This is an optimization exercise on Yosys and OpenROAD, whose aim is small area, a short achievable clock period and few clock cycles, not a production implementation.
RTL that was checked went through simulation tests only; none was proved equivalent to the original.
Function not checked in run 1: the RTL went through the layout flow alone.
No activity file was given, so power comes from the tool's default toggle rates.

**design/flow/run.sh**
```bash
#!/bin/bash
# synth_recipe.tcl (not shown) runs the flow's synth.tcl, then flattens the netlist and writes it again
# the make line also repeats each setting of config.mk as NAME=value (left out here)
make -C /OpenROAD-flow-scripts/flow DESIGN_CONFIG=/design/flow/config.mk WORK_HOME=/design/flow/orfs CLKGATE_MAP_FILE= SYNTH_SCRIPT=/design/flow/synth_recipe.tcl finish
```
**design/flow/config.mk**
```make
export PLATFORM = sky130hd
export DESIGN_NAME = owd_core
export DESIGN_NICKNAME = owd_core
export VERILOG_FILES = /design/flow/design.v
export SDC_FILE = /design/flow/constraint.sdc
export NUM_CORES = 4
export LEC_CHECK = 0
export ABC_CLOCK_PERIOD_IN_PS = 3500
export CAP_MARGIN = 30
export CORE_MARGIN = 2
export CORE_UTILIZATION = 55
export SETUP_SLACK_MARGIN = 5
export SLEW_MARGIN = 30
```
**design/flow/constraint.sdc**
```tcl
create_clock -name core_clock -period 12.0 [get_ports {clk}]
set_input_delay 2.4000 -clock core_clock [delete_from_list [all_inputs] [get_ports {clk}]]
set_output_delay 2.4000 -clock core_clock [all_outputs]
set_load 0.01 [all_outputs]
```
**design/flow/design.v**
```verilog
module owd_core (
    input              clk,
    input              rst,
    input              start,
    input              cancel,
    input      [31:0]  sample_rate_hz,
    input              force_overdrive,
    input              channel_valid,
    input      [7:0]   channel,
    output reg         cur_valid,
    output reg [1:0]   cur_cmd,
    output reg [31:0]  cur_n,
    input              cur_ack,
    input      [63:0]  cur_sample,
    input              cur_level,
    input              cur_eos,
    output             snk_valid,
    output     [180:0] snk_data,
    output             idle,
    output             busy,
    output             halted,
    output reg [1:0]   halt_reason,
    output     [7:0]   chan
);
    localparam [31:0] MIN_SAMPLE_RATE_HZ = 32'd2000000;
    localparam [1:0] CMD_QUERY = 2'd0, CMD_ADV_EDGE = 2'd1, CMD_PEEK_EDGE = 2'd2, CMD_ADV_BY = 2'd3;
    localparam [1:0] REC_FRAME = 2'd0, REC_COMMIT = 2'd1, REC_MARKER = 2'd2, REC_PROGRESS = 2'd3;
    localparam [2:0] MK_INVALID = 3'd0, MK_START = 3'd1, MK_DOWNARROW = 3'd2, MK_ZERO = 3'd3,
                     MK_ONE = 3'd4;
    localparam [1:0] LAYER_UNKNOWN = 2'd0, LAYER_DATA = 2'd1, LAYER_COMMAND = 2'd2,
                     LAYER_CRC = 2'd3;
    localparam [1:0] HR_NONE = 2'd0, HR_CANCELLED = 2'd1, HR_EOS = 2'd2, HR_CONFIG = 2'd3;
    localparam [4:0] S_IDLE = 5'd0,  S_HALT = 5'd1,  S_CFGE = 5'd2,  S_Q   = 5'd3,
                     S_M0   = 5'd4,  S_M1   = 5'd5,  S_M2   = 5'd6,  S_GAPF = 5'd7,
                     S_DISP = 5'd8,  S_RA   = 5'd9,  S_B    = 5'd10, S_C1  = 5'd11,
                     S_C2   = 5'd12, S_FR   = 5'd13, S_PR   = 5'd14, S_CX  = 5'd15,
                     S_FIX  = 5'd16, S_EFIX = 5'd17, S_RQ  = 5'd18, S_GQ  = 5'd19;
    reg [4:0]  ph;
    reg [7:0]  cfg_chan;
    reg [63:0] rise, fall, field_start;
    reg [47:0] acc;
    reg [5:0]  bits;
    reg [1:0]  layer;
    reg        unk;         
    reg        defer;       
    reg        warn;
    reg        h_lt10;      
    reg        h_gap;       
    reg        hacc;        
    reg        lvl;         
    reg        lazy;        
    reg        prog_rise;   
    reg        fr_done;
    reg        asm_pend, asm_bit;
    reg        c_rst, c_warn, c_gtchk, c_gtsp;
    reg [15:0] t10;
    reg [1:0]  t40lo;
    reg [15:0] t15;
    reg        t30lo;
    reg [3:0]  t480lo;
    reg [18:0] t88;
    reg [20:0] t380;
    reg [22:0] t1000;
    wire [16:0] t30  = {t15, t30lo};
    wire [17:0] t40  = {t10, t40lo};
    wire [20:0] t480 = {t15, t30lo, t480lo};
    reg [5:0]  tstep;
    wire [12:0] tQ   = acc[12:0];
    wire [19:0] tR   = acc[32:13];
    wire [22:0] tqb  = field_start[22:0];
    wire [19:0] trem = field_start[42:23];
    reg        rv;
    reg [1:0]  rtype;
    reg [1:0]  rbase;       
    reg [2:0]  rmk;
    reg        rfd;         
    reg        rfr;         
    assign idle   = (ph == S_IDLE);
    assign halted = (ph == S_HALT);
    assign busy   = !idle && !halted;
    assign chan   = cfg_chan;
    wire thr_ready = (tstep == 6'd50);
    reg        te_div, te_first, te_b;
    reg [3:0]  te_wr;       
    always @(*) begin
        te_div = 1'b0; te_first = 1'b0; te_b = 1'b0; te_wr = 4'd0;
        case (tstep)
            6'd0, 6'd1, 6'd2, 6'd3, 6'd4, 6'd5, 6'd6, 6'd7, 6'd8, 6'd9, 6'd10, 6'd11, 6'd12:
                te_div = 1'b1;
            6'd13: te_wr = 4'd1;
            6'd14: te_b = 1'b1;
            6'd15: ;
            6'd16: te_wr = 4'd2;
            6'd17: ;
            6'd18: begin te_wr = 4'd5; te_first = 1'b1; te_b = 1'b1; end
            6'd19, 6'd20: te_b = 1'b1;
            6'd21: te_wr = 4'd3;
            6'd22: te_wr = 4'd4;
            6'd23, 6'd24, 6'd25: ;
            6'd26: begin te_wr = 4'd8; te_first = 1'b1; end
            6'd27, 6'd28: te_b = 1'b1;
            6'd29, 6'd30, 6'd31: ;
            6'd32: begin te_wr = 4'd6; te_first = 1'b1; end
            6'd33, 6'd34, 6'd35, 6'd36, 6'd37: te_b = 1'b1;
            6'd38, 6'd39: ;
            6'd40: begin te_wr = 4'd7; te_first = 1'b1; te_b = 1'b1; end
            6'd41, 6'd42, 6'd43: te_b = 1'b1;
            6'd44: ;
            6'd45: te_b = 1'b1;
            6'd46, 6'd47, 6'd48: ;
            6'd49: te_wr = 4'd9;
            default: ;
        endcase
    end
    wire [3:0]  te_bitidx  = 4'd12 - tstep[3:0];
    wire        te_ratebit = sample_rate_hz[te_bitidx];
    wire [19:0] te_sr  = te_first ? tR : trem;
    wire [22:0] te_sq  = te_first ? {10'd0, tQ} : tqb;
    wire [19:0] te_add = te_div ? {19'd0, te_ratebit} : (te_b ? tR : 20'd0);
    wire [21:0] te_t0  = {1'b0, te_sr, 1'b0} + {2'd0, te_add};
    wire        te_c2  = (te_t0 >= 22'd2000000);
    wire        te_c1  = (te_t0 >= 22'd1000000);
    wire [21:0] te_rm  = te_t0 - (te_c2 ? 22'd2000000 : te_c1 ? 22'd1000000 : 22'd0);
    wire [19:0] te_rn  = te_rm[19:0];
    wire [1:0]  te_cn  = {te_c2, te_c1 & !te_c2};
    wire [22:0] te_qn  = {te_sq[21:0], 1'b0} + {21'd0, te_cn} +
                         ((!te_div && te_b) ? {10'd0, tQ} : 23'd0);
    wire [63:0] sb      = (ph == S_M1) ? rise : fall;
    wire [39:0] sb_hi_p1 = sb[63:24] + 40'd1;
    wire        d_eq0   = (cur_sample[63:24] == sb[63:24]);
    wire        d_eq1   = (cur_sample[63:24] == sb_hi_p1);
    wire [23:0] cur_lo  = cur_sample[23:0];
    wire [23:0] sb_lo   = sb[23:0];
    function lt24;
        input [23:0] a, b;
        reg [31:0] l0, e0;
        reg [15:0] l1, e1;
        reg [7:0]  l2, e2;
        reg [3:0]  l3, e3;
        reg [1:0]  l4, e4;
        integer i;
        begin
            l0 = {8'd0, ~a & b};
            e0 = {8'hFF, ~(a ^ b)};
            for (i = 0; i < 16; i = i + 1) begin
                l1[i] = l0[2*i+1] | (e0[2*i+1] & l0[2*i]);
                e1[i] = e0[2*i+1] & e0[2*i];
            end
            for (i = 0; i < 8; i = i + 1) begin
                l2[i] = l1[2*i+1] | (e1[2*i+1] & l1[2*i]);
                e2[i] = e1[2*i+1] & e1[2*i];
            end
            for (i = 0; i < 4; i = i + 1) begin
                l3[i] = l2[2*i+1] | (e2[2*i+1] & l2[2*i]);
                e3[i] = e2[2*i+1] & e2[2*i];
            end
            for (i = 0; i < 2; i = i + 1) begin
                l4[i] = l3[2*i+1] | (e3[2*i+1] & l3[2*i]);
                e4[i] = e3[2*i+1] & e3[2*i];
            end
            lt24 = l4[1] | (e4[1] & l4[0]);
        end
    endfunction
    wire d_bw    = lt24(cur_lo, sb_lo);
    wire d_small = d_bw ? d_eq1 : d_eq0;
    function below;
        input [23:0] c, s, t;
        input        k2;
        input        bw;
        reg   [25:0] x, y, z, sm, cy, u;
        begin
            x  = {2'b00, c};
            y  = {2'b11, ~s};
            z  = {2'b11, ~t};
            sm = x ^ y ^ z;
            cy = (x & y) | (x & z) | (y & z);
            u  = sm + {cy[24:0], k2} + 26'd1;
            below = bw ? (u[25] & ~u[24]) : u[25];
        end
    endfunction
    wire dd_lt10   = d_small &&  below(cur_lo, sb_lo, {8'd0, t10},   1'b1, d_bw);
    wire [22:0] tb_sel  = (ph == S_M1) ? t1000 : (ph == S_RQ) ? {2'd0, t480} : {2'd0, t380};
    wire        b_below = below(cur_lo, sb_lo, {1'b0, tb_sel}, (ph == S_RQ), d_bw);
    wire dd_gt1000 = !d_small || !b_below;
    wire dd_gt15   = !d_small || !below(cur_lo, sb_lo, {8'd0, t15},   1'b0, d_bw);
    wire dd_gt30   = !d_small || !below(cur_lo, sb_lo, {7'd0, t30},   1'b0, d_bw);
    wire dd_gt40   = !d_small || !below(cur_lo, sb_lo, {6'd0, t40},   1'b0, d_bw);
    wire dd_lt88   = d_small &&  below(cur_lo, sb_lo, {5'd0, t88},   1'b1, d_bw);
    wire dd_gt380  = !d_small || !b_below;
    wire dd_lt480  = d_small && b_below;
    wire x_gh   = !defer && h_lt10;
    wire x_gl   = !defer && dd_lt10;
    wire x_rst  = dd_gt380 || (force_overdrive && dd_gt40 && dd_lt88);
    wire x_warn = dd_gt380;      
    reg [5:0] layer_width;
    always @(*) begin
        case (layer)
            LAYER_DATA:    layer_width = 6'd16;
            LAYER_COMMAND: layer_width = 6'd48;
            default:       layer_width = 6'd8;
        endcase
    end
    wire asm_full = (bits + 6'd1 == layer_width);
    wire asm_on   = (layer != LAYER_UNKNOWN);
    wire [4:0] asm_next = !asm_on ? S_PR : asm_full ? S_FR : S_PR;
    always @(*) begin
        cur_valid = 1'b0;
        cur_cmd   = CMD_ADV_EDGE;
        cur_n     = 32'd0;
        case (ph)
            S_Q, S_GQ: begin cur_valid = 1'b1; cur_cmd = CMD_QUERY; end
            S_M0, S_RA, S_RQ: cur_valid = 1'b1;
            S_M1:   cur_valid = thr_ready;
            S_M2:   begin cur_valid = 1'b1; cur_cmd = CMD_PEEK_EDGE; end
            S_B, S_FIX: begin cur_valid = 1'b1; cur_cmd = CMD_ADV_BY; cur_n = {15'd0, t30}; end
            S_C1, S_EFIX: begin cur_valid = 1'b1; cur_cmd = CMD_ADV_BY; cur_n = {16'd0, t15}; end
            S_C2:   begin cur_valid = 1'b1; cur_cmd = CMD_ADV_BY; cur_n = {16'd0, t15} + {31'd0, t30lo}; end
            default: ;
        endcase
    end
    wire ack = cur_valid && cur_ack;
    wire [63:0] s_samp   = (rbase == 2'd1) ? rise : (rbase == 2'd2) ? field_start : fall;
    wire        r_frame  = (rtype == REC_FRAME);
    wire        r_marker = (rtype == REC_MARKER);
    wire        r_commit = (rtype == REC_COMMIT);
    assign snk_valid         = rv;
    assign snk_data[1:0]     = rtype;
    assign snk_data[65:2]    = r_commit ? 64'd0 : s_samp;
    assign snk_data[68:66]   = r_marker ? rmk : r_frame ? rise[2:0] : 3'd0;
    assign snk_data[129:69]  = r_frame ? rise[63:3] : 61'd0;
    assign snk_data[131:130] = rfd ? layer : 2'd0;
    assign snk_data[179:132] = rfd ? acc : 48'd0;
    assign snk_data[180]     = rfr & warn;
    wire m2_ok   = (ph == S_M2) && ack && !cur_eos;
    wire do_disp = (m2_ok && !x_gh && !x_gl && !unk) || (ph == S_DISP);
    wire f_rst   = (ph == S_DISP) ? c_rst   : x_rst;
    wire f_warn  = (ph == S_DISP) ? c_warn  : x_warn;
    wire f_gtchk = (ph == S_DISP) ? c_gtchk : dd_gt15;
    wire f_gtsp  = (ph == S_DISP) ? c_gtsp  : dd_gt30;
    wire [24:0] fsp_lo  = {1'b0, fall[23:0]} + {8'd0, t30};
    wire [63:0] fall_sp = {fsp_lo[24] ? sb_hi_p1 : fall[63:24], fsp_lo[23:0]};
    always @(posedge clk) begin
        if (rst) begin
            ph          <= S_IDLE;
            halt_reason <= HR_NONE;
            cfg_chan    <= 8'd0;
            rv          <= 1'b0;
        end else begin
            rv  <= 1'b0;
            rfd <= 1'b0;
            rfr <= 1'b0;
            if (!thr_ready) begin
                tstep <= tstep + 6'd1;
                field_start[42:0] <= {te_rn, te_qn};
                case (te_wr)
                    4'd1: acc[32:0] <= {trem, tqb[12:0]};
                    4'd2: t10    <= tqb[15:0];
                    4'd3: t15    <= tqb[15:0];
                    4'd4: t30lo  <= tqb[0];
                    4'd5: t40lo  <= tqb[1:0];
                    4'd6: t88    <= tqb[18:0];
                    4'd7: t380   <= tqb[20:0];
                    4'd8: t480lo <= tqb[3:0];
                    4'd9: t1000  <= tqb[22:0];
                    default: ;
                endcase
            end
            if (asm_pend) begin
                asm_pend <= 1'b0;
                if (asm_on) begin
                    if (asm_bit)
                        acc[bits] <= 1'b1;
                    bits <= bits + 6'd1;
                end
            end
            if ((ph == S_M2) && ack && (bits == 6'd0))
                field_start <= fall;
            if (ack && cur_eos) begin
                if (ph == S_B) begin
                    ph <= S_EFIX;
                end else begin
                    halt_reason <= HR_EOS;
                    ph          <= S_HALT;
                end
            end else begin
                case (ph)
                    S_IDLE: begin
                        if (start) begin
                            if (sample_rate_hz < MIN_SAMPLE_RATE_HZ || !channel_valid) begin
                                halt_reason <= HR_CONFIG;
                                ph          <= S_CFGE;
                            end else begin
                                cfg_chan    <= channel;
                                halt_reason <= HR_NONE;
                                layer       <= LAYER_UNKNOWN;
                                bits        <= 6'd0;
                                unk         <= 1'b1;
                                defer       <= 1'b0;
                                hacc        <= 1'b0;
                                lazy        <= 1'b0;
                                fr_done     <= 1'b0;
                                asm_pend    <= 1'b0;
                                tstep       <= 6'd0;
                                field_start[42:0] <= {1'b0, sample_rate_hz[31:13], 23'd0};
                                ph          <= S_Q;
                            end
                        end
                    end
                    S_CFGE: ph <= S_HALT;
                    S_Q: if (ack) begin
                        rise <= cur_sample;
                        lvl  <= cur_level;
                        ph   <= cur_level ? S_M1 : S_M0;
                    end
                    S_M0: if (ack) begin
                        if (!hacc)
                            rise <= cur_sample;
                        hacc <= 1'b0;
                        lazy <= 1'b0;
                        ph   <= S_M1;
                    end
                    S_M1: if (ack) begin
                        fall   <= cur_sample;
                        h_lt10 <= dd_lt10;
                        h_gap  <= dd_gt1000;
                        ph     <= S_M2;
                    end
                    S_M2: if (ack) begin
                        if (!x_rst)
                            fall <= fall_sp;
                        if (!x_gl)
                            rise <= cur_sample;
                        if (x_gh || x_gl) begin
                            rmk   <= MK_INVALID;
                            hacc  <= !x_gh;
                            ph    <= S_GQ;
                        end else begin
                            defer   <= 1'b0;
                            c_rst   <= x_rst;
                            c_warn  <= x_warn;
                            c_gtchk <= dd_gt15;
                            c_gtsp  <= dd_gt30;
                            if (unk) begin
                                rmk   <= h_gap ? MK_START : MK_DOWNARROW;
                                ph    <= S_GQ;
                            end
                        end
                    end
                    S_GQ: if (ack) begin
                        fall  <= cur_sample;
                        rv    <= 1'b1;
                        rtype <= REC_MARKER;
                        rbase <= 2'd0;
                        ph    <= !unk ? S_M0 : (rmk == MK_START) ? S_GAPF :
                                 (rmk == MK_DOWNARROW) ? S_DISP : S_M0;
                    end
                    S_RQ: if (ack) begin
                        warn   <= warn && dd_lt480;
                        rv     <= 1'b1;
                        rtype  <= REC_FRAME;
                        rbase  <= 2'd0;
                        rfr    <= 1'b1;
                        layer  <= LAYER_DATA;
                        bits   <= 6'd0;
                        acc    <= 48'd0;
                        unk    <= 1'b0;
                        defer  <= 1'b1;
                        lvl       <= 1'b1;
                        prog_rise <= 1'b1;
                        ph        <= S_PR;
                    end
                    S_GAPF: begin
                        rv    <= 1'b1;
                        rtype <= REC_COMMIT;
                        layer <= LAYER_DATA;
                        bits  <= 6'd0;
                        acc   <= 48'd0;
                        unk   <= 1'b0;
                        ph    <= S_DISP;
                    end
                    S_RA: begin
                        if (ack) begin
                            lvl       <= 1'b1;
                            prog_rise <= 1'b1;
                            ph        <= S_PR;
                        end
                    end
                    S_B, S_C2: if (ack) begin
                        fall      <= cur_sample;
                        rv        <= 1'b1;
                        rtype     <= REC_MARKER;
                        rbase     <= 2'd0;
                        rmk       <= cur_level ? MK_ONE : MK_ZERO;
                        lvl       <= cur_level;
                        prog_rise <= 1'b0;
                        asm_pend  <= 1'b1;
                        asm_bit   <= cur_level;
                        ph        <= asm_next;
                    end
                    S_C1: if (ack) begin
                        fall <= cur_sample;
                        if (cur_level) begin
                            rv        <= 1'b1;
                            rtype     <= REC_MARKER;
                            rbase     <= 2'd0;
                            rmk       <= MK_INVALID;
                            lvl       <= 1'b1;
                            prog_rise <= 1'b0;
                            ph        <= S_PR;
                        end else begin
                            ph <= S_C2;
                        end
                    end
                    S_FR: begin
                        rv      <= 1'b1;
                        rtype   <= REC_FRAME;
                        rbase   <= 2'd2;
                        rfd     <= 1'b1;
                        fr_done <= 1'b1;
                        ph      <= S_PR;
                    end
                    S_PR: begin
                        rv    <= 1'b1;
                        rtype <= REC_PROGRESS;
                        rbase <= prog_rise ? 2'd1 : 2'd0;
                        if (fr_done) begin
                            fr_done <= 1'b0;
                            bits    <= 6'd0;
                            acc     <= 48'd0;
                            layer   <= (layer == LAYER_DATA) ? LAYER_COMMAND : LAYER_CRC;
                        end
                        if (cancel)
                            ph <= lazy ? S_FIX : S_CX;
                        else
                            ph <= lvl ? S_M1 : S_M0;
                    end
                    S_CX: begin
                        halt_reason <= HR_CANCELLED;
                        ph          <= S_HALT;
                    end
                    S_FIX: if (ack) begin
                        halt_reason <= HR_CANCELLED;
                        ph          <= S_HALT;
                    end
                    S_EFIX: if (ack) begin
                        halt_reason <= HR_EOS;
                        ph          <= S_HALT;
                    end
                    default: ;  
                endcase
                if (do_disp) begin
                    if (f_rst) begin
                        rv     <= 1'b1;
                        rtype  <= REC_COMMIT;
                        warn   <= f_warn;
                        ph     <= S_RQ;
                    end else if (f_gtsp) begin
                        fall      <= fall_sp;
                        rv        <= 1'b1;
                        rtype     <= REC_MARKER;
                        rbase     <= 2'd0;
                        rmk       <= MK_ZERO;
                        lvl       <= 1'b0;
                        prog_rise <= 1'b0;
                        lazy      <= 1'b1;
                        asm_pend  <= 1'b1;
                        asm_bit   <= 1'b0;
                        ph        <= asm_next;
                    end else if (f_gtchk) begin
                        ph <= S_B;
                    end else begin
                        ph <= S_C1;
                    end
                end
            end
        end
    end
endmodule
```
==> results.sh, run 1 <==
export IMPL_power_frac_seq_pct=27.6
export IMPL_grt_total_usage_pct=42.28
export IMPL_cts_tree="built"
export IMPL_finalNetCount=5100
export IMPL_met1_length_um=60190
export IMPL_drv_slew=0
export IMPL_yosysWarnings=1
export IMPL_ys_flop_type="edfxtp_1"
export IMPL_synthDistinctLibCells=98
export IMPL_setup_violations_final=0
export IMPL_worst_pin_slew_ns=1.134
export IMPL_startpoint_type="input port"
export IMPL_async_flop_share_pct=0
export IMPL_yosysTopAreaCellShare_pct=30.98
export IMPL_wl_met3_um=20130
export IMPL_cts_max_level=2
export IMPL_critPathRequiredTime_ns=12.56
export IMPL_final_common_cell="nand2_1"
export IMPL_wl_met2_um=63560
export IMPL_vias=37248
export IMPL_p_leak_uw=0.01743
export IMPL_drtIter0Drc=5347
export IMPL_wl_um=151400
export IMPL_power_uw=8426
export IMPL_yosysTopAreaCell="edfxtp_1"
export IMPL_crit_type="in2reg"
export IMPL_cp_cell_sequence="clkdlybuf4s50_1 > inv_2 > ha_1 > inv_2 > nor4_4 > buf_4 > a221oi_4 > o221ai_1 > or4_1 > or4_1 > or4_4 > nor3_4 > buf_6 > a2111o_2 > o21ai_2 > or4_1 > a21oi_2"
export IMPL_synth_compound_area_share_pct=21.73
export IMPL_ys_seq_area_share_pct=32.23
export IMPL_synth_edf_count=381
export IMPL_p_per_area_nw_per_um2=191.1
export IMPL_critPathMaxFanout=8
export IMPL_synth_area_per_cell_um2=8.480
export IMPL_gp_congestion=1.046
export IMPL_cts_sinks=404
export IMPL_path_clk_slew_ns=0.06
export IMPL_netlist_instances=4355
export IMPL_final_cell_mix="559 x nand2_1, 381 x edfxtp_1, 325 x a21oi_1, 305 x clkdlybuf4s50_1, 304 x inv_1"
export IMPL_core_rowCount=95
export IMPL_top_layer_used="met5"
export IMPL_status="finished clean"
export IMPL_dieWidth_um=263.1
export IMPL_post_route_worst_setup_slack_ns=5.076
export IMPL_fin_crit_sh_pct=57.70
export IMPL_die_area_um2=69230
export IMPL_power_share_clock_pct=17.0
export IMPL_grt_pass1_vias=34222
export IMPL_vdd_ir_drop_worst_v=0.0001731
export IMPL_p_sw_uw=3764
export IMPL_dieHeight_um=263.1
export IMPL_clk_latency_ns=0.64
export IMPL_antenna_left=0
export IMPL_synthSimpleGateAreaFrac_pct=19.86
export IMPL_synth_xor_area_share_pct=2.893
export IMPL_grt_first_pass_wirelength_um=222600
export IMPL_synthAdderAreaFrac_pct=13.89
export IMPL_maxCapViolCount=0
export IMPL_synth_mux_area_fraction_pct=2.846
export IMPL_vias_per_cell=6.700
export IMPL_cp_arrival_ns=7.49
export IMPL_drive_above_1_share_pct=10.70
export IMPL_start_util_pct=55.28
export IMPL_synth_top_family_by_area="compound AO/OA/AOI/OAI gates"
export IMPL_combinationalPowerShare_pct=55.4
export IMPL_rrSetupSlack_ns=5.10
export IMPL_overflow=0
export IMPL_rsz0062_at_grt="false"
export IMPL_synth_seq_cells=404
export IMPL_synth_area_top_cells="edfxtp_1 31%, ha_1 7.8%, fa_1 6.0%"
export IMPL_fin_crit_ns=6.924
export IMPL_cts_buffers=48
export IMPL_min_delay_path_class="reg2reg"
export IMPL_port_buffers=327
export IMPL_antenna_found_initial=9
export IMPL_dr_pass1_iters=8
export IMPL_pre_cts_ws_ns=2.796
export IMPL_place_hpwl_um=107200
export IMPL_skew_ns=0.02871
export IMPL_hold_viol_final=0
export IMPL_slew_headroom_pct=24.43
export IMPL_finalSetupTns_ns=0
export IMPL_area_growth_pct=19.42
export IMPL_num_io_pins=343
export IMPL_clockBufferDepth=3
export IMPL_end_kind="flop"
export IMPL_clk_root_buffer_cell="clkbuf_16"
export IMPL_crit_path_top_delay_cell="or4_4"
export IMPL_wl_per_cell_um=27.23
export IMPL_design_core_area_um2=66800
export IMPL_drc_errors=0
export IMPL_p_int_uw=4663
export IMPL_slowest_delay_ns=0.60
export IMPL_fmax_mhz=144.4
export IMPL_switching_share_pct=44.66
export IMPL_grt_max_degree=65
export IMPL_synth_area_um2=36930
export IMPL_path_common_cell="or4_1"
critical path: cells and delay by family:
family	cells	cell delay, ns
compound gates	5	1.19
simple gates	6	2.55
fa+ha+maj	1	0.31
buf+inv	5	1.04
path summary, 6_finish.rpt:
kind,start,endpoint,cells past startpoint
setup / recovery,cur_sample[22],ph[3]$_SDFFE_PP0P_,17
hold / removal,cfg_chan[4]$_SDFFE_PP0P_,cfg_chan[4]$_SDFFE_PP0P_,2
setup reg to reg,ph[4]$_SDFFE_PP0P_,ph[3]$_SDFFE_PP0P_,19
hold reg to reg,cfg_chan[4]$_SDFFE_PP0P_,cfg_chan[4]$_SDFFE_PP0P_,2
metal layers:
| metal | vias up | track usage [%] |
|---|---|---|
| met5 | - | 0.2772 |
| met4 | 8 | 16.99 |
| met3 | 452 | 10.82 |
| met2 | 2745 | 61.80 |
| met1 | 17668 | 59.75 |
| li1 | 16375 | - |
timing repair:
action | in CTS | in global routing
setup endpoints to repair | 171 | 161
setup buffers | 43 | 57
hold buffers | 0 | 0
hold endpoints to repair | 0 | 0
gates cloned | 4 | 1
pin swaps | 21 | 36
resized for setup | 56 | 121
area by class of cell:
type | count | area, um^2
multi-input combinational | 3353 | 23530
fill | 5623 | 22700
sequential | 404 | 11910
timing repair buffer | 506 | 4773
inverter | 333 | 1330
clock buffer | 61 | 1271
tap | 873 | 1092
clock inverter | 25 | 187.7
antenna | 4 | 10.01
sequential cells by signal, indices dropped and copies added, names as in the netlist, 16 cells and up:
name         flops
rise            64
t380            21
t10             16
t88             19
t1000           23
t15             16
field_start     64
acc             48
fall            64
power groups by stage:
stage,Clock (uW),Sequential (uW),Combinational [uW]
3_5_place_dp,0,2330,4200
5_1_grt,1480,2340,5060
2_1_floorplan,0,2130,2940
6_report,1430,2320,4670
4_1_cts,1430,2300,4380
3_3_place_gp,0,2330,4150
cells by family after synthesis:
| logic type | Yosys count |
|---|---|
| AO/OA/AOI/OAI | 1253 |
| buffers and inverters | 615 |
| adder cells (fa/ha/maj) | 344 |
| AND/OR/NAND/NOR | 1522 |
| XOR/XNOR | 122 |
| flip-flops | 404 |
| multiplexers | 94 |
| other | 1 |
stage by stage:
step	hold slack [ns]	area, um^2	util, %	std cells
3_5_place_dp	0.4474	41150	61.60	5364
3_3_place_gp	0.4419	41100	61.52	5362
2_1_floorplan	0.4244	37200	-	4369
6_report	0.4544	44100	66.02	5559
4_1_cts	0.4547	43220	64.70	5497
5_1_grt	0.4676	44100	66.01	5556
Yosys cell counts (24+ instances only):
cell,instances
mux2i_1,51
a221oi_1,24
and4_1,25
xor2_1,46
nand2b_1,30
mux2_2,38
a21oi_1,333
nor4_1,33
a211oi_1,51
o21ai_0,280
a31oi_1,97
nor2b_1,44
clkbuf_1,221
ha_1,230
inv_1,333
o22ai_1,41
o211ai_1,45
fa_1,111
a22oi_1,98
a21o_1,51
nand2_1,571
and2_1,168
nor3_1,103
xnor2_1,76
o21a_1,28
edfxtp_1,381
nand3_1,109
nand4_1,44
and3_1,37
nor2_1,267
==> run 2, diff against run 1 <==
--- a/design/flow/design.v
+++ b/design/flow/design.v
@@ -167,15 +167,41 @@
         input [23:0] c, s, t;
         input        k2;
         input        bw;
-        reg   [25:0] x, y, z, sm, cy, u;
+        reg   [25:0] x, y, z, sm, cy, a, b;
+        reg   [23:0] g0, p0;
+        reg   [11:0] g1, p1;
+        reg   [5:0]  g2, p2;
+        reg   [2:0]  g3, p3;
+        reg          c24, c25, u24, u25;
+        integer i;
         begin
             x  = {2'b00, c};
             y  = {2'b11, ~s};
             z  = {2'b11, ~t};
             sm = x ^ y ^ z;
             cy = (x & y) | (x & z) | (y & z);
-            u  = sm + {cy[24:0], k2} + 26'd1;
-            below = bw ? (u[25] & ~u[24]) : u[25];
+            a  = sm;
+            b  = {cy[24:0], k2};
+            g0 = a[23:0] & b[23:0];
+            p0 = a[23:0] | b[23:0];
+            g0[0] = p0[0];
+            for (i = 0; i < 12; i = i + 1) begin
+                g1[i] = g0[2*i+1] | (p0[2*i+1] & g0[2*i]);
+                p1[i] = p0[2*i+1] & p0[2*i];
+            end
+            for (i = 0; i < 6; i = i + 1) begin
+                g2[i] = g1[2*i+1] | (p1[2*i+1] & g1[2*i]);
+                p2[i] = p1[2*i+1] & p1[2*i];
+            end
+            for (i = 0; i < 3; i = i + 1) begin
+                g3[i] = g2[2*i+1] | (p2[2*i+1] & g2[2*i]);
+                p3[i] = p2[2*i+1] & p2[2*i];
+            end
+            c24 = g3[2] | (p3[2] & (g3[1] | (p3[1] & g3[0])));
+            u24 = a[24] ^ b[24] ^ c24;
+            c25 = (a[24] & b[24]) | ((a[24] | b[24]) & c24);
+            u25 = a[25] ^ b[25] ^ c25;
+            below = bw ? (u25 & ~u24) : u25;
         end
     endfunction
     wire dd_lt10   = d_small &&  below(cur_lo, sb_lo, {8'd0, t10},   1'b1, d_bw);
@@ -208,8 +234,8 @@
         cur_cmd   = CMD_ADV_EDGE;
         cur_n     = 32'd0;
         case (ph)
-            S_Q, S_GQ: begin cur_valid = 1'b1; cur_cmd = CMD_QUERY; end
-            S_M0, S_RA, S_RQ: cur_valid = 1'b1;
+            S_Q, S_GQ, S_RA: begin cur_valid = 1'b1; cur_cmd = CMD_QUERY; end
+            S_M0, S_RQ: cur_valid = 1'b1;
             S_M1:   cur_valid = thr_ready;
             S_M2:   begin cur_valid = 1'b1; cur_cmd = CMD_PEEK_EDGE; end
             S_B, S_FIX: begin cur_valid = 1'b1; cur_cmd = CMD_ADV_BY; cur_n = {15'd0, t30}; end
@@ -326,8 +352,7 @@
                         ph     <= S_M2;
                     end
                     S_M2: if (ack) begin
-                        if (!x_rst)
-                            fall <= fall_sp;
+                        fall <= fall_sp;
                         if (!x_gl)
                             rise <= cur_sample;
                         if (x_gh || x_gl) begin
@@ -378,12 +403,9 @@
                         unk   <= 1'b0;
                         ph    <= S_DISP;
                     end
-                    S_RA: begin
-                        if (ack) begin
-                            lvl       <= 1'b1;
-                            prog_rise <= 1'b1;
-                            ph        <= S_PR;
-                        end
+                    S_RA: if (ack) begin
+                        fall <= cur_sample;
+                        ph   <= S_RQ;
                     end
                     S_B, S_C2: if (ack) begin
                         fall      <= cur_sample;
@@ -453,9 +475,10 @@
                         rv     <= 1'b1;
                         rtype  <= REC_COMMIT;
                         warn   <= f_warn;
-                        ph     <= S_RQ;
+                        ph     <= (ph == S_DISP) ? S_RQ : S_RA;
                     end else if (f_gtsp) begin
-                        fall      <= fall_sp;
+                        if (ph == S_DISP)
+                            fall  <= fall_sp;
                         rv        <= 1'b1;
                         rtype     <= REC_MARKER;
                         rbase     <= 2'd0;
--- a/design/flow/config.mk
+++ b/design/flow/config.mk
@@ -5,7 +5,7 @@
 export SDC_FILE = /design/flow/constraint.sdc
 export NUM_CORES = 4
 export LEC_CHECK = 0
-export ABC_CLOCK_PERIOD_IN_PS = 3500
+export ABC_CLOCK_PERIOD_IN_PS = 5000
 export CAP_MARGIN = 30
 export CORE_MARGIN = 2
 export CORE_UTILIZATION = 55
==> run 2 against run 1 <==
Net effect: largest cell class unchanged; synthesized cell count decreased by 8.2%; critical path type unchanged; sequential power about the same; maximum frequency increased by 1.5%.
==> results.sh, run 2 <==
export IMPL_vias_per_cell=6.654
export IMPL_antenna_left=0
export IMPL_synth_top_family_by_area="simple AND/OR/NAND/NOR gates"
export IMPL_drtIter0Drc=4778
export IMPL_synth_area_per_cell_um2=8.724
export IMPL_final_seq_area_um2=11910
export IMPL_power_uw=8621
export IMPL_grt_max_degree=65
export IMPL_startpoint_type="input port"
export IMPL_dieWidth_um=255.8
export IMPL_dp_cells=4992
export IMPL_worst_pin_slew_ns=1.081
export IMPL_maxCapViolCount=0
export IMPL_dieHeight_um=255.8
export IMPL_clockBufferDepth=3
export IMPL_ys_flop_type="edfxtp_1"
export IMPL_wl_per_cell_um=26.24
export IMPL_critPathMaxFanout=9
export IMPL_post_synth_top_count_cell="nand2_1"
export IMPL_fill_cells=5458
export IMPL_overflow=0
export IMPL_cts_sinks=404
export IMPL_crit_path_top_delay_cell="fa_1"
export IMPL_yosysTopAreaCellShare_pct=32.81
export IMPL_netlist_instances=3997
export IMPL_synth_area_um2=34870
export IMPL_grt_pass1_vias=31634
export IMPL_fmax_mhz=146.7
export IMPL_grt_total_usage_pct=39.54
export IMPL_dr_pass1_iters=6
export IMPL_finalNetCount=4565
export IMPL_area_growth_pct=17.61
export IMPL_path_clk_slew_ns=0.07
export IMPL_setup_violations_final=0
export IMPL_synth_edf_count=381
export IMPL_async_flop_share_pct=0
export IMPL_synthTopCellsByCount="538 x nand2_1, 381 x edfxtp_1, 318 x a21oi_1"
export IMPL_cp_cell_sequence="dlygate4sd2_1 > inv_2 > fa_1 > maj3_1 > maj3_2 > maj3_1 > maj3_2 > maj3_1 > maj3_2 > o21ai_1 > or4b_4 > a211oi_2 > and2b_2 > a21oi_2 > nor2_4 > a211o_1"
export IMPL_synth_mux_area_fraction_pct=3.104
export IMPL_vdd_ir_drop_worst_v=0.0001734
export IMPL_synthAdderAreaFrac_pct=11.80
export IMPL_fin_hold_ws_ns=0.4560
export IMPL_drv_slew=0
export IMPL_final_area_um2=41010
export IMPL_cts_buffers=47
export IMPL_grt_first_pass_wirelength_um=199500
export IMPL_place_hpwl_um=95980
export IMPL_drive_above_1_share_pct=7.952
export IMPL_status="finished clean"
export IMPL_fin_crit_ns=6.819
export IMPL_synth_compound_area_share_pct=20.84
export IMPL_cts_max_level=2
export IMPL_die_area_um2=65430
export IMPL_design_core_area_um2=62850
export IMPL_core_rowCount=92
export IMPL_fin_crit_sh_pct=56.82
export IMPL_synth_xor_area_share_pct=4.019
export IMPL_slowest_delay_ns=0.51
export IMPL_crit_type="in2reg"
export IMPL_gp_congestion=0.9915
export IMPL_instances_no_fill=5110
export IMPL_num_io_pins=343
export IMPL_critPathRequiredTime_ns=12.38
export IMPL_final_common_cell="nand2_1"
export IMPL_hold_viol_final=0
export IMPL_port_buffers=327
export IMPL_start_util_pct=55.48
export IMPL_dpl_instance_area_um2=38890
export IMPL_vias=34002
export IMPL_synthDistinctLibCells=104
export IMPL_worst_path_buf_inv=2
export IMPL_p_leak_uw=0.01503
export IMPL_yosysWarnings=1
export IMPL_min_delay_path_class="reg2reg"
export IMPL_multi_input_area_um2=21680
export IMPL_yosysTopAreaCell="edfxtp_1"
export IMPL_end_kind="flop"
export IMPL_antenna_found_initial=2
export IMPL_wl_um=134100
export IMPL_postCtsHoldBufs=0
export IMPL_ys_seq_area_share_pct=34.13
export IMPL_reg_top3="fall (64), field_start (64), rise (64)"
export IMPL_finalSetupTns_ns=0
export IMPL_p_per_area_nw_per_um2=210.2
export IMPL_rsz0062_at_grt="false"
export IMPL_final_cell_mix="537 x nand2_1, 381 x edfxtp_1, 322 x clkdlybuf4s50_1, 310 x a21oi_1, 262 x nor2_1"
export IMPL_drc_errors=0
export IMPL_cp_arrival_ns=7.20
export IMPL_cts_tree="built"
export IMPL_synth_seq_cells=404
export IMPL_clk_latency_ns=0.63
export IMPL_skew_ns=0.02890
export IMPL_synthSimpleGateAreaFrac_pct=20.94
export IMPL_synth_area_top_cells="edfxtp_1 33%, fa_1 6.4%, nand2_1 5.8%"
export IMPL_slew_headroom_pct=27.95
export IMPL_path_delay_family="adder cells"
export IMPL_clk_root_buffer_cell="clkbuf_16"
## run 2: final timing paths
| check | startpoint | to | slack (ns) | cells past startpoint |
|---|---|---|---|---|
| setup / recovery | cur_sample[0] | rmk[1]$_DFFE_PP_ | 5.18 | 16 |
| hold / removal | cfg_chan[7]$_SDFFE_PP0P_ | cfg_chan[7]$_SDFFE_PP0P_ | 0.46 | 2 |
| setup reg to reg | ph[1]$_SDFFE_PP0P_ | rmk[1]$_DFFE_PP_ | 5.27 | 21 |
| hold reg to reg | cfg_chan[7]$_SDFFE_PP0P_ | cfg_chan[7]$_SDFFE_PP0P_ | 0.46 | 2 |
## run 2: stage by stage
step / worst slack (ns) / util, %
after CTS: 4.983 / 64.58
after global placement: 3.832 / 61.84
final: 5.181 / 65.25
after detailed placement: 3.697 / 61.88
after floorplan: 5.027 / -
after global routing: 4.961 / 65.25
## run 2: worst reg2reg max path, cell delays in order, from the launching register on
cell and delay [ns]:
dfxtp_1 0.31, buf_4 0.45, nand2b_2 0.22, buf_4 0.50, nor2_4 0.08, buf_4 0.29
nand2_1 0.16, nand2_1 0.25, fa_1 0.51, maj3_1 0.34, maj3_2 0.32, maj3_1 0.36
maj3_2 0.31, maj3_1 0.36, maj3_2 0.32, o21ai_1 0.07, or4b_4 0.49, a211oi_2 0.27
and2b_2 0.29, a21oi_2 0.25, nor2_4 0.12, a211o_1 0.23
## run 2: power breakdown
group	internal, uW	switching [uW]	total (uW)	leakage, uW
clock	822	643	1470	0.000732
sequential	1930	400	2330	0.00381
combinational	1970	2850	4830	0.0105
## run 2: per-layer routing
layer | GRT usage [%] | vias to the layer above | part of all wire [%]
li1 | - | 15097 | -
met3 | 8.942 | 270 | 13
met1 | 58.43 | 16313 | 41
met5 | 0 | - | 0.0075
met2 | 56.42 | 2320 | 42
met4 | 14.60 | 2 | 3.9
## run 2: cells by family after synthesis
kind of cell,Yosys count
buffers and inverters,449
muxes,98
xor gates and xnor gates,160
DFF,404
AOI/OAI and AO/OA,1124
adders and majority gates,271
and+or+nand+nor,1490
other,1
## run 2: area by class of cell
class | count | area share [%]
inverters | 186 | 1.751
diodes | 1 | 0.006102
clock buffers | 60 | 3.036
flip-flops and latches | 404 | 29.03
well taps | 846 | 2.581
multi-input cells | 3158 | 52.87
repair buffers | 429 | 10.07
clock inverters | 26 | 0.6529
## run 2: timing repair
action                                  CTS  global route
gates cloned                              0             1
resized for setup                        31            50
endpoints found under the setup margin   95           101
buffers inserted                         10            16
pin swaps                                 6            21
Testbench counts of run 2, summed over its fixed seeds: cycles 59,345.
==> run 3, diff against run 2 <==
--- a/design/flow/config.mk
+++ b/design/flow/config.mk
@@ -5,7 +5,7 @@
 export SDC_FILE = /design/flow/constraint.sdc
 export NUM_CORES = 4
 export LEC_CHECK = 0
-export ABC_CLOCK_PERIOD_IN_PS = 5000
+export ABC_CLOCK_PERIOD_IN_PS = 2800
 export CAP_MARGIN = 30
 export CORE_MARGIN = 2
 export CORE_UTILIZATION = 55
==> run 3 against run 2 <==
Net effect: still clean on timing, DRC and antenna; global-route usage stayed put; sequential cell count stayed put; critical path depth stayed put; sequential share of layout area stayed put; die area stayed put; maximum frequency stayed put; worst setup slack stayed put.
==> results.sh, run 3 <==
export IMPL_worst_pin_slew_ns=1.081
export IMPL_post_synth_top_count_cell="nand2_1"
export IMPL_dr_pass1_iters=6
export IMPL_min_delay_path_class="reg2reg"
export IMPL_dieWidth_um=255.8
export IMPL_fin_hold_ws_ns=0.4560
export IMPL_p_leak_uw=0.01503
export IMPL_overflow=0
export IMPL_dieHeight_um=255.8
export IMPL_start_util_pct=55.48
export IMPL_slew_headroom_pct=27.95
export IMPL_final_common_cell="nand2_1"
export IMPL_hold_start="cfg_chan[7]$_SDFFE_PP0P_"
export IMPL_ys_seq_area_share_pct=34.13
export IMPL_netlist_instances=3997
export IMPL_vias=34002
export IMPL_fmax_mhz=146.7
export IMPL_path_clk_slew_ns=0.07
export IMPL_cts_sinks=404
export IMPL_drive_above_1_share_pct=7.952
export IMPL_r2r_start="ph[1]$_SDFFE_PP0P_"
export IMPL_port_buffers=327
export IMPL_yosysTopAreaCellShare_pct=32.81
export IMPL_critPathMaxFanout=9
export IMPL_fill_cells=5458
export IMPL_vdd_ir_drop_worst_v=0.0001734
export IMPL_cp_arrival_ns=7.20
export IMPL_gp_congestion=0.9915
export IMPL_cp_startpoint="cur_sample[0]"
export IMPL_rsz0062_at_grt="false"
export IMPL_yosysTopAreaCell="edfxtp_1"
export IMPL_critPathRequiredTime_ns=12.38
export IMPL_synth_area_top_cells="edfxtp_1 33%, fa_1 6.4%, nand2_1 5.8%"
export IMPL_grt_total_usage_pct=39.54
export IMPL_fin_crit_ns=6.819
export IMPL_num_io_pins=343
export IMPL_crit_type="in2reg"
export IMPL_multi_input_area_um2=21680
export IMPL_final_seq_area_um2=11910
export IMPL_finalSetupTns_ns=0
export IMPL_grt_pass1_vias=31634
export IMPL_synthDistinctLibCells=104
export IMPL_drtIter0Drc=4778
export IMPL_clk_root_buffer_cell="clkbuf_16"
export IMPL_wl_per_cell_um=26.24
export IMPL_clk_latency_ns=0.63
export IMPL_drc_errors=0
export IMPL_antenna_left=0
export IMPL_cts_buffers=47
export IMPL_yosysWarnings=1
export IMPL_ys_flop_type="edfxtp_1"
export IMPL_clockBufferDepth=3
export IMPL_place_hpwl_um=95980
export IMPL_grt_first_pass_wirelength_um=199500
export IMPL_drv_slew=0
export IMPL_design_core_area_um2=62850
export IMPL_startpoint_type="input port"
export IMPL_cts_tree="built"
export IMPL_end_kind="flop"
export IMPL_synth_seq_cells=404
export IMPL_cts_max_level=2
export IMPL_reg_top3="fall (64), field_start (64), rise (64)"
export IMPL_synth_area_per_cell_um2=8.724
export IMPL_synth_area_um2=34870
export IMPL_die_area_um2=65430
export IMPL_skew_ns=0.02890
export IMPL_antenna_found_initial=2
export IMPL_area_growth_pct=17.61
export IMPL_wl_um=134100
export IMPL_maxCapViolCount=0
export IMPL_vias_per_cell=6.654
export IMPL_status="finished clean"
export IMPL_final_cell_mix="537 x nand2_1, 381 x edfxtp_1, 322 x clkdlybuf4s50_1, 310 x a21oi_1, 262 x nor2_1"
export IMPL_fin_crit_sh_pct=56.82
export IMPL_grt_max_degree=65
export IMPL_synth_edf_count=381
export IMPL_setup_violations_final=0
export IMPL_core_rowCount=92
export IMPL_p_per_area_nw_per_um2=210.2
export IMPL_synthTopCellsByCount="538 x nand2_1, 381 x edfxtp_1, 318 x a21oi_1"
export IMPL_postCtsHoldBufs=0
export IMPL_finalNetCount=4565
export IMPL_hold_viol_final=0
export IMPL_async_flop_share_pct=0
[run 3: cells by family (layout without fill, tap and decap cells)]
kind of cell | after synthesis | in the layout | share of synthesized area, %
DFF | 404 | 404 | 34.13
AOI/OAI and AO/OA | 1124 | 1124 | 20.84
other | 1 | 16 | 0.01075
xor gates and xnor gates | 160 | 160 | 4.019
and+or+nand+nor | 1490 | 1490 | 20.94
muxes | 98 | 98 | 3.104
buffers and inverters | 449 | 701 | 5.156
adders and majority gates | 271 | 271 | 11.80
[run 3: layer usage]
| metal | vias up | track usage (%) | wire, um |
|---|---|---|---|
| met4 | 2 | 14.60 | 5175 |
| met3 | 270 | 8.942 | 17370 |
| met2 | 2320 | 56.42 | 56310 |
| li1 | 15097 | - | - |
| met1 | 16313 | 58.43 | 55200 |
| met5 | - | 0 | 10 |
[run 3: worst max-delay path, cell delays in order]
cell and delay [ns]:
dlygate4sd2_1 0.36, inv_2 0.16, fa_1 0.51, maj3_1 0.37, maj3_2 0.32, maj3_1 0.36
maj3_2 0.31, maj3_1 0.36, maj3_2 0.32, o21ai_1 0.07, or4b_4 0.49, a211oi_2 0.26
and2b_2 0.29, a21oi_2 0.25, nor2_4 0.12, a211o_1 0.23
[run 3: path summary, 6_finish.rpt]
check / end / slack [ns] / cells after the start
worst max-delay path: rmk[1]$_DFFE_PP_ / 5.18 / 16
worst max register to register: rmk[1]$_DFFE_PP_ / 5.27 / 21
worst min register to register: cfg_chan[7]$_SDFFE_PP0P_ / 0.46 / 2
worst min-delay path: cfg_chan[7]$_SDFFE_PP0P_ / 0.46 / 2
[run 3: final cells by class]
cell class / count / area share, %
antenna: 1 / 0.006102
clock inverter: 26 / 0.6529
sequential: 404 / 29.03
tap: 846 / 2.581
timing repair buffer: 429 / 10.07
multi-input combinational: 3158 / 52.87
inverter: 186 / 1.751
clock buffer: 60 / 3.036
[run 3: power breakdown]
part	internal [uW]	leakage, uW	switching (uW)
registers	1930	0.00381	400
logic	1970	0.0105	2850
clock network	822	0.000732	643
total	4730	0.0150	3890
[run 3: repair_timing]
item / 4_1_cts / 5_1_grt
buffers inserted: 10 / 16
resized for setup: 31 / 50
endpoints found under the setup margin: 95 / 101
pin swaps: 6 / 21
cloned: 0 / 1
[run 3: per-stage QoR]
step                cells  worst slack (ns)  total power, uW  util [%]  cell area (um^2)
floorplan            4011             5.027             5189         -             34950
global placement     4991             3.832             6845     61.84             38870
detailed placement   4992             3.697             6872     61.88             38890
CTS                  5088             4.983             8398     64.58             40590
global route         5109             4.961             9077     65.25             41010
finish               5110             5.181             8621     65.25             41010
==> run 4, diff against run 3 <==
--- a/design/flow/config.mk
+++ b/design/flow/config.mk
@@ -5,7 +5,7 @@
 export SDC_FILE = /design/flow/constraint.sdc
 export NUM_CORES = 4
 export LEC_CHECK = 0
-export ABC_CLOCK_PERIOD_IN_PS = 2800
+export ABC_CLOCK_PERIOD_IN_PS = 2000
 export CAP_MARGIN = 30
 export CORE_MARGIN = 2
 export CORE_UTILIZATION = 55
==> run 4 against run 3 <==
Net effect: worst setup slack stayed put; combinational power hardly changed; cell count stayed put; sequential share of layout area stayed put; sequential power hardly changed; core utilization stayed put; power stayed put; critical path type unchanged; clock skew stayed put; sequential cell count stayed put; largest power group unchanged; die area stayed put.
==> results.sh, run 4 <==
export IMPL_setup_violations_final=0
export IMPL_combinationalPowerShare_pct=56.0
export IMPL_gp_congestion=0.9915
export IMPL_maxCapViolCount=0
export IMPL_skew_ns=0.02890
export IMPL_overflow=0
export IMPL_fmax_mhz=146.7
export IMPL_vias=34002
export IMPL_core_rowCount=92
export IMPL_grt_max_degree=65
export IMPL_critPathRequiredTime_ns=12.38
export IMPL_min_delay_path_class="reg2reg"
export IMPL_synth_area_per_cell_um2=8.724
export IMPL_post_synth_top_count_cell="nand2_1"
export IMPL_drive_above_1_share_pct=7.952
export IMPL_path_delay_family="adder cells"
export IMPL_grt_total_usage_pct=39.54
export IMPL_dr_pass1_iters=6
export IMPL_worstRegToRegCells=21
export IMPL_vias_per_cell=6.654
export IMPL_postCtsHoldBufs=0
export IMPL_status="finished clean"
export IMPL_path_clk_slew_ns=0.07
export IMPL_slowest_delay_ns=0.51
export IMPL_startpoint_type="input port"
export IMPL_worst_pin_slew_ns=1.081
export IMPL_crit_path_top_delay_cell="fa_1"
export IMPL_clk_root_buffer_cell="clkbuf_16"
export IMPL_pre_cts_ws_ns=3.697
export IMPL_r2r_start="ph[1]$_SDFFE_PP0P_"
export IMPL_power_uw=8621
export IMPL_antenna_left=0
export IMPL_power_frac_seq_pct=27.0
export IMPL_grt_pass1_vias=31634
export IMPL_cp_cell_sequence="dlygate4sd2_1 > inv_2 > fa_1 > maj3_1 > maj3_2 > maj3_1 > maj3_2 > maj3_1 > maj3_2 > o21ai_1 > or4b_4 > a211oi_2 > and2b_2 > a21oi_2 > nor2_4 > a211o_1"
export IMPL_holdPathStages=2
export IMPL_cts_buffers=47
export IMPL_finalNetCount=4565
export IMPL_hold_start="cfg_chan[7]$_SDFFE_PP0P_"
export IMPL_worst_path_buf_inv=2
export IMPL_drv_slew=0
export IMPL_ys_flop_type="edfxtp_1"
export IMPL_synth_area_top_cells="edfxtp_1 33%, fa_1 6.4%, nand2_1 5.8%"
export IMPL_p_sw_uw=3894
export IMPL_synthDistinctLibCells=104
export IMPL_synth_area_um2=34870
export IMPL_utilization_pct=65.25
export IMPL_fin_crit_sh_pct=56.82
export IMPL_p_int_uw=4727
export IMPL_clk_latency_ns=0.63
export IMPL_clockBufferDepth=3
export IMPL_async_flop_share_pct=0
export IMPL_yosysWarnings=1
export IMPL_switching_share_pct=45.17
export IMPL_grt_first_pass_wirelength_um=199500
export IMPL_p_per_area_nw_per_um2=210.2
export IMPL_cp_arrival_ns=7.20
export IMPL_start_util_pct=55.48
export IMPL_finalSetupTns_ns=0
export IMPL_vdd_ir_drop_worst_v=0.0001734
export IMPL_cts_sinks=404
export IMPL_cts_tree="built"
export IMPL_die_area_um2=65430
export IMPL_dieHeight_um=255.8
export IMPL_design_core_area_um2=62850
export IMPL_num_io_pins=343
export IMPL_port_buffers=327
export IMPL_area_growth_pct=17.61
export IMPL_synth_edf_count=381
export IMPL_end_kind="flop"
export IMPL_fill_cells=5458
export IMPL_ys_seq_area_share_pct=34.13
export IMPL_drc_errors=0
export IMPL_reg_top3="fall (64), field_start (64), rise (64)"
export IMPL_slew_headroom_pct=27.95
export IMPL_post_route_worst_setup_slack_ns=5.181
export IMPL_wl_per_cell_um=26.24
export IMPL_place_hpwl_um=95980
export IMPL_drtIter0Drc=4778
export IMPL_synthTopCellsByCount="538 x nand2_1, 381 x edfxtp_1, 318 x a21oi_1"
export IMPL_netlist_instances=3997
export IMPL_rrSetupSlack_ns=5.27
export IMPL_wl_um=134100
export IMPL_holdPathEnd="cfg_chan[7]$_SDFFE_PP0P_"
export IMPL_rsz0062_at_grt="false"
export IMPL_cts_max_level=2
export IMPL_critPathMaxFanout=9
export IMPL_hold_viol_final=0
export IMPL_final_cell_mix="537 x nand2_1, 381 x edfxtp_1, 322 x clkdlybuf4s50_1, 310 x a21oi_1, 262 x nor2_1"
export IMPL_power_share_clock_pct=17.0
export IMPL_fin_crit_ns=6.819
export IMPL_yosysTopAreaCell="edfxtp_1"
export IMPL_p_leak_uw=0.01503
export IMPL_synth_seq_cells=404
export IMPL_crit_type="in2reg"
export IMPL_yosysTopAreaCellShare_pct=32.81
export IMPL_regToRegEndpoint="rmk[1]$_DFFE_PP_"
export IMPL_final_common_cell="nand2_1"
export IMPL_dieWidth_um=255.8
export IMPL_antenna_found_initial=2
run 4: cell counts in the layout (fill, tap and decap cells not counted):
No cell type changed its count.
run 4: cell families (layout without fill, tap and decap cells):
| group | count (synthesis) | in the layout | share of synthesized area [%] |
|---|---|---|---|
| AOI/OAI and AO/OA | 1124 | 1124 | 20.84 |
| xor gates and xnor gates | 160 | 160 | 4.019 |
| adders and majority gates | 271 | 271 | 11.80 |
| buffers and inverters | 449 | 701 | 5.156 |
| DFF | 404 | 404 | 34.13 |
| muxes | 98 | 98 | 3.104 |
| other | 1 | 16 | 0.01075 |
| and+or+nand+nor | 1490 | 1490 | 20.94 |
run 4: power by group through the flow:
| stage | clock, uW | sequential, uW | combinational (uW) |
|---|---|---|---|
| after floorplan | 0 | 2110 | 3080 |
| after global placement | 0 | 2340 | 4510 |
| after detailed placement | 0 | 2340 | 4540 |
| after CTS | 1470 | 2300 | 4630 |
| after global routing | 1520 | 2350 | 5210 |
| final | 1470 | 2330 | 4830 |
run 4: layout make-up:
| type | instances | area (um^2) | area share [%] |
|---|---|---|---|
| diodes | 1 | 2.502 | 0.006102 |
| clock buffers | 60 | 1245 | 3.036 |
| clock inverters | 26 | 267.8 | 0.6529 |
| inverters | 186 | 718.2 | 1.751 |
| multi-input cells | 3158 | 21680 | 52.87 |
| flip-flops and latches | 404 | 11910 | 29.03 |
| well taps | 846 | 1059 | 2.581 |
| repair buffers | 429 | 4130 | 10.07 |
run 4: timing repair:
item                                    CTS  global route
endpoints found under the hold margin     0             0
pin swaps                                 6            21
cloned                                    0             1
buffers inserted                         10            16
resized for setup                        31            50
endpoints found under the setup margin   95           101
run 4: worst reg2reg max path: cells and delay by family, from the launching register on:
family / cells / cell delay (ns)
buffers and inverters: 3 / 1.24
DFF: 1 / 0.31
and+or+nand+nor: 7 / 1.61
AOI/OAI and AO/OA: 4 / 0.82
adders and majority gates: 7 / 2.52
run 4: worst max path at each step:
stage	from	endpoint	depth (start not counted)
global placement	te_first$_DFF_P_	field_start[20]$_DFFE_PN_	27
detailed placement	te_first$_DFF_P_	field_start[22]$_DFFE_PN_	27
CTS	cur_sample[9]	rmk[1]$_DFFE_PP_	16
global route	te_b$_DFF_P_	field_start[15]$_DFFE_PN_	34
finish	cur_sample[0]	rmk[1]$_DFFE_PP_	16
floorplan	te_first$_DFF_P_	field_start[21]$_DFFE_PN_	33
run 4: layer usage:
metal  GRT usage, %  vias up  routed length (um)
li1               -    15097                   -
met1          58.43    16313               55200
met2          56.42     2320               56310
met3          8.942      270               17370
met4          14.60        2                5175
met5              0        -                  10
run 4: metrics by stage:
stage	cells	area, um^2	hold WS (ns)
6_report	5110	41010	0.4560
5_1_grt	5109	41010	0.4889
4_1_cts	5088	40590	0.4563
3_5_place_dp	4992	38890	0.4474
3_3_place_gp	4991	38870	0.4421
2_1_floorplan	4011	34950	0.4206
==> run 5, diff against run 4 <==
--- a/design/flow/config.mk
+++ b/design/flow/config.mk
@@ -5,7 +5,7 @@
 export SDC_FILE = /design/flow/constraint.sdc
 export NUM_CORES = 4
 export LEC_CHECK = 0
-export ABC_CLOCK_PERIOD_IN_PS = 2000
+export ABC_CLOCK_PERIOD_IN_PS = 3500
 export CAP_MARGIN = 30
 export CORE_MARGIN = 2
 export CORE_UTILIZATION = 55
==> run 5 against run 4 <==
Net effect: still clean; synthesized cell count did not move; cell count unchanged; synthesized area did not move; critical endpoint unchanged; largest power group unchanged.
==> results.sh, run 5 <==
export IMPL_wl_um=134100
export IMPL_drv_slew=0
export IMPL_yosysTopAreaCellShare_pct=32.81
export IMPL_area_growth_pct=17.61
export IMPL_synth_edf_count=381
export IMPL_synth_area_um2=34870
export IMPL_hold_viol_final=0
export IMPL_synthDistinctLibCells=104
export IMPL_netlist_instances=3997
export IMPL_vdd_ir_drop_worst_v=0.0001734
export IMPL_finalNetCount=4565
export IMPL_final_cell_mix="537 x nand2_1, 381 x edfxtp_1, 322 x clkdlybuf4s50_1, 310 x a21oi_1, 262 x nor2_1"
export IMPL_slew_headroom_pct=27.95
export IMPL_core_rowCount=92
export IMPL_cts_buffers=47
export IMPL_start_util_pct=55.48
export IMPL_crit_path_top_delay_cell="fa_1"
export IMPL_yosysWarnings=1
export IMPL_place_hpwl_um=95980
export IMPL_yosysTopAreaCell="edfxtp_1"
export IMPL_startpoint_type="input port"
export IMPL_fmax_mhz=146.7
export IMPL_num_io_pins=343
export IMPL_drtIter0Drc=4778
export IMPL_synthSimpleGateAreaFrac_pct=20.94
export IMPL_cp_arrival_ns=7.20
export IMPL_grt_first_pass_wirelength_um=199500
export IMPL_worst_path_buf_inv=2
export IMPL_fin_crit_sh_pct=56.82
export IMPL_antenna_left=0
export IMPL_grt_pass1_vias=31634
export IMPL_drc_errors=0
export IMPL_die_area_um2=65430
export IMPL_synth_xor_area_share_pct=4.019
export IMPL_post_synth_top_count_cell="nand2_1"
export IMPL_synth_seq_cells=404
export IMPL_clk_latency_ns=0.63
export IMPL_r2r_start="ph[1]$_SDFFE_PP0P_"
export IMPL_grt_total_usage_pct=39.54
export IMPL_pre_cts_ws_ns=3.697
export IMPL_cts_tree="built"
export IMPL_slowest_delay_ns=0.51
export IMPL_min_delay_path_class="reg2reg"
export IMPL_dieHeight_um=255.8
export IMPL_path_delay_family="adder cells"
export IMPL_path_clk_slew_ns=0.07
export IMPL_vias_per_cell=6.654
export IMPL_drive_above_1_share_pct=7.952
export IMPL_hold_start="cfg_chan[7]$_SDFFE_PP0P_"
export IMPL_wl_per_cell_um=26.24
export IMPL_maxCapViolCount=0
export IMPL_dr_pass1_iters=6
export IMPL_status="finished clean"
export IMPL_cp_cell_sequence="dlygate4sd2_1 > inv_2 > fa_1 > maj3_1 > maj3_2 > maj3_1 > maj3_2 > maj3_1 > maj3_2 > o21ai_1 > or4b_4 > a211oi_2 > and2b_2 > a21oi_2 > nor2_4 > a211o_1"
export IMPL_vias=34002
export IMPL_dieWidth_um=255.8
export IMPL_port_buffers=327
export IMPL_critPathMaxFanout=9
export IMPL_antenna_found_initial=2
export IMPL_finalSetupTns_ns=0
export IMPL_synth_top_family_by_area="simple AND/OR/NAND/NOR gates"
export IMPL_dpl_instance_area_um2=38890
export IMPL_worst_pin_slew_ns=1.081
export IMPL_rsz0062_at_grt="false"
export IMPL_reg_top3="fall (64), field_start (64), rise (64)"
export IMPL_synth_area_top_cells="edfxtp_1 33%, fa_1 6.4%, nand2_1 5.8%"
export IMPL_design_core_area_um2=62850
export IMPL_final_area_um2=41010
export IMPL_clk_root_buffer_cell="clkbuf_16"
export IMPL_ys_seq_area_share_pct=34.13
export IMPL_skew_ns=0.02890
export IMPL_cts_sinks=404
export IMPL_p_leak_uw=0.01503
export IMPL_synthTopCellsByCount="538 x nand2_1, 381 x edfxtp_1, 318 x a21oi_1"
export IMPL_p_per_area_nw_per_um2=210.2
export IMPL_grt_max_degree=65
export IMPL_fin_crit_ns=6.819
export IMPL_utilization_pct=65.25
export IMPL_overflow=0
export IMPL_final_common_cell="nand2_1"
export IMPL_cts_max_level=2
export IMPL_ys_flop_type="edfxtp_1"
export IMPL_end_kind="flop"
export IMPL_post_route_worst_setup_slack_ns=5.181
export IMPL_synth_area_per_cell_um2=8.724
export IMPL_setup_violations_final=0
export IMPL_async_flop_share_pct=0
export IMPL_gp_congestion=0.9915
export IMPL_synth_compound_area_share_pct=20.84
export IMPL_synth_mux_area_fraction_pct=3.104
export IMPL_clockBufferDepth=3
export IMPL_cp_startpoint="cur_sample[0]"
export IMPL_critPathRequiredTime_ns=12.38
export IMPL_crit_type="in2reg"
export IMPL_synthAdderAreaFrac_pct=11.80
==> run 5: cell counts in the layout (fill, tap and decap cells not counted) <==
Identical to the previous run, type by type.
==> run 5: worst reg2reg max path, delay by kind of cell (launching register included) <==
kind,cells,cell delay (ns)
adder cells (fa/ha/maj),7,2.52
AND/OR/NAND/NOR,7,1.61
buffers and inverters,3,1.24
AO/OA/AOI/OAI,4,0.82
flip-flops,1,0.31
==> run 5: logic make-up (layout without fill, tap and decap cells) <==
kind of cell	count (synthesis)	after routing
AND/OR/NAND/NOR	1490	1490
buffers and inverters	449	701
other	1	16
XOR/XNOR	160	160
multiplexers	98	98
AO/OA/AOI/OAI	1124	1124
adder cells (fa/ha/maj)	271	271
flip-flops	404	404
==> run 5: final timing paths <==
path                                            endpoint  slack (ns)  cells after the start
worst max register to register          rmk[1]$_DFFE_PP_        5.27                     21
worst max-delay path                    rmk[1]$_DFFE_PP_        5.18                     16
worst min-delay path            cfg_chan[7]$_SDFFE_PP0P_        0.46                      2
worst min register to register  cfg_chan[7]$_SDFFE_PP0P_        0.46                      2
==> run 5: timing repair <==
| item | in CTS | in global routing |
|---|---|---|
| pin swaps | 6 | 21 |
| endpoints found under the setup margin | 95 | 101 |
| hold endpoints to repair | 0 | 0 |
| resized for setup | 31 | 50 |
| buffers inserted | 10 | 16 |
| hold buffers | 0 | 0 |
| gates cloned | 0 | 1 |
==> run 5: final cells by class <==
| type | instances | area, um^2 |
|---|---|---|
| fill | 5458 | 21840 |
| multi-input combinational | 3158 | 21680 |
| sequential | 404 | 11910 |
| timing repair buffer | 429 | 4130 |
| clock buffer | 60 | 1245 |
| tap | 846 | 1059 |
| inverter | 186 | 718.2 |
| clock inverter | 26 | 267.8 |
| antenna | 1 | 2.502 |
==> run 5: report_power, final <==
group	leakage [uW]	switching (uW)	total, uW	internal, uW
combinational	0.0105	2850	4830	1970
sequential	0.00381	400	2330	1930
clock	0.000732	643	1470	822
total	0.0150	3890	8620	4730
==> run 5: layer usage <==
layer | part of all wire [%] | track usage [%]
met2 | 42 | 56.42
met5 | 0.0075 | 0
met4 | 3.9 | 14.60
met3 | 13 | 8.942
met1 | 41 | 58.43
==> run 5: stage by stage <==
stage / hold WS (ns) / std cells / total power (uW)
3_3_place_gp: 0.4421 / 4991 / 6845
3_5_place_dp: 0.4474 / 4992 / 6872
5_1_grt: 0.4889 / 5109 / 9077
6_report: 0.4560 / 5110 / 8621
2_1_floorplan: 0.4206 / 4011 / 5189
4_1_cts: 0.4563 / 5088 / 8398

## re-timing with driven ports
The results above use ideal ports. As a check the final layouts listed here were re-extracted and re-timed, cells and wires unchanged.
Step 1, drivers: a clkbuf_16 drives clk and a buf_2 each remaining input, both assumed.
Step 2 moves the port delays by t, midway between the first and last clock arrival at a register: inputs arrive t later, outputs are due t later. That takes back most of the time a late clock gives input paths.
Slacks: ideal / step 1 / step 2; pairs: ideal / step 1.
| run | t (ns) | setup slack, ns | worst setup path at the end | clock arrival spread, ns |
|---|---|---|---|---|
| run 1 | 0.692 | 5.076 / 5.101 / 4.417 | input to register | 0.029 / 0.029 |
| run 2 | 0.681 | 5.181 / 5.230 / 4.549 | input to register | 0.030 / 0.030 |
| run 3 | 0.681 | 5.181 / 5.230 / 4.549 | input to register | 0.030 / 0.030 |
| run 4 | 0.681 | 5.181 / 5.230 / 4.549 | input to register | 0.030 / 0.030 |
| run 5 | 0.681 | 5.181 / 5.230 / 4.549 | input to register | 0.030 / 0.030 |
After both steps setup and hold are still met in every run listed. The setup slack of run 1, which loses most, moves by +0.025 ns with the drivers and by -0.659 ns with both steps.
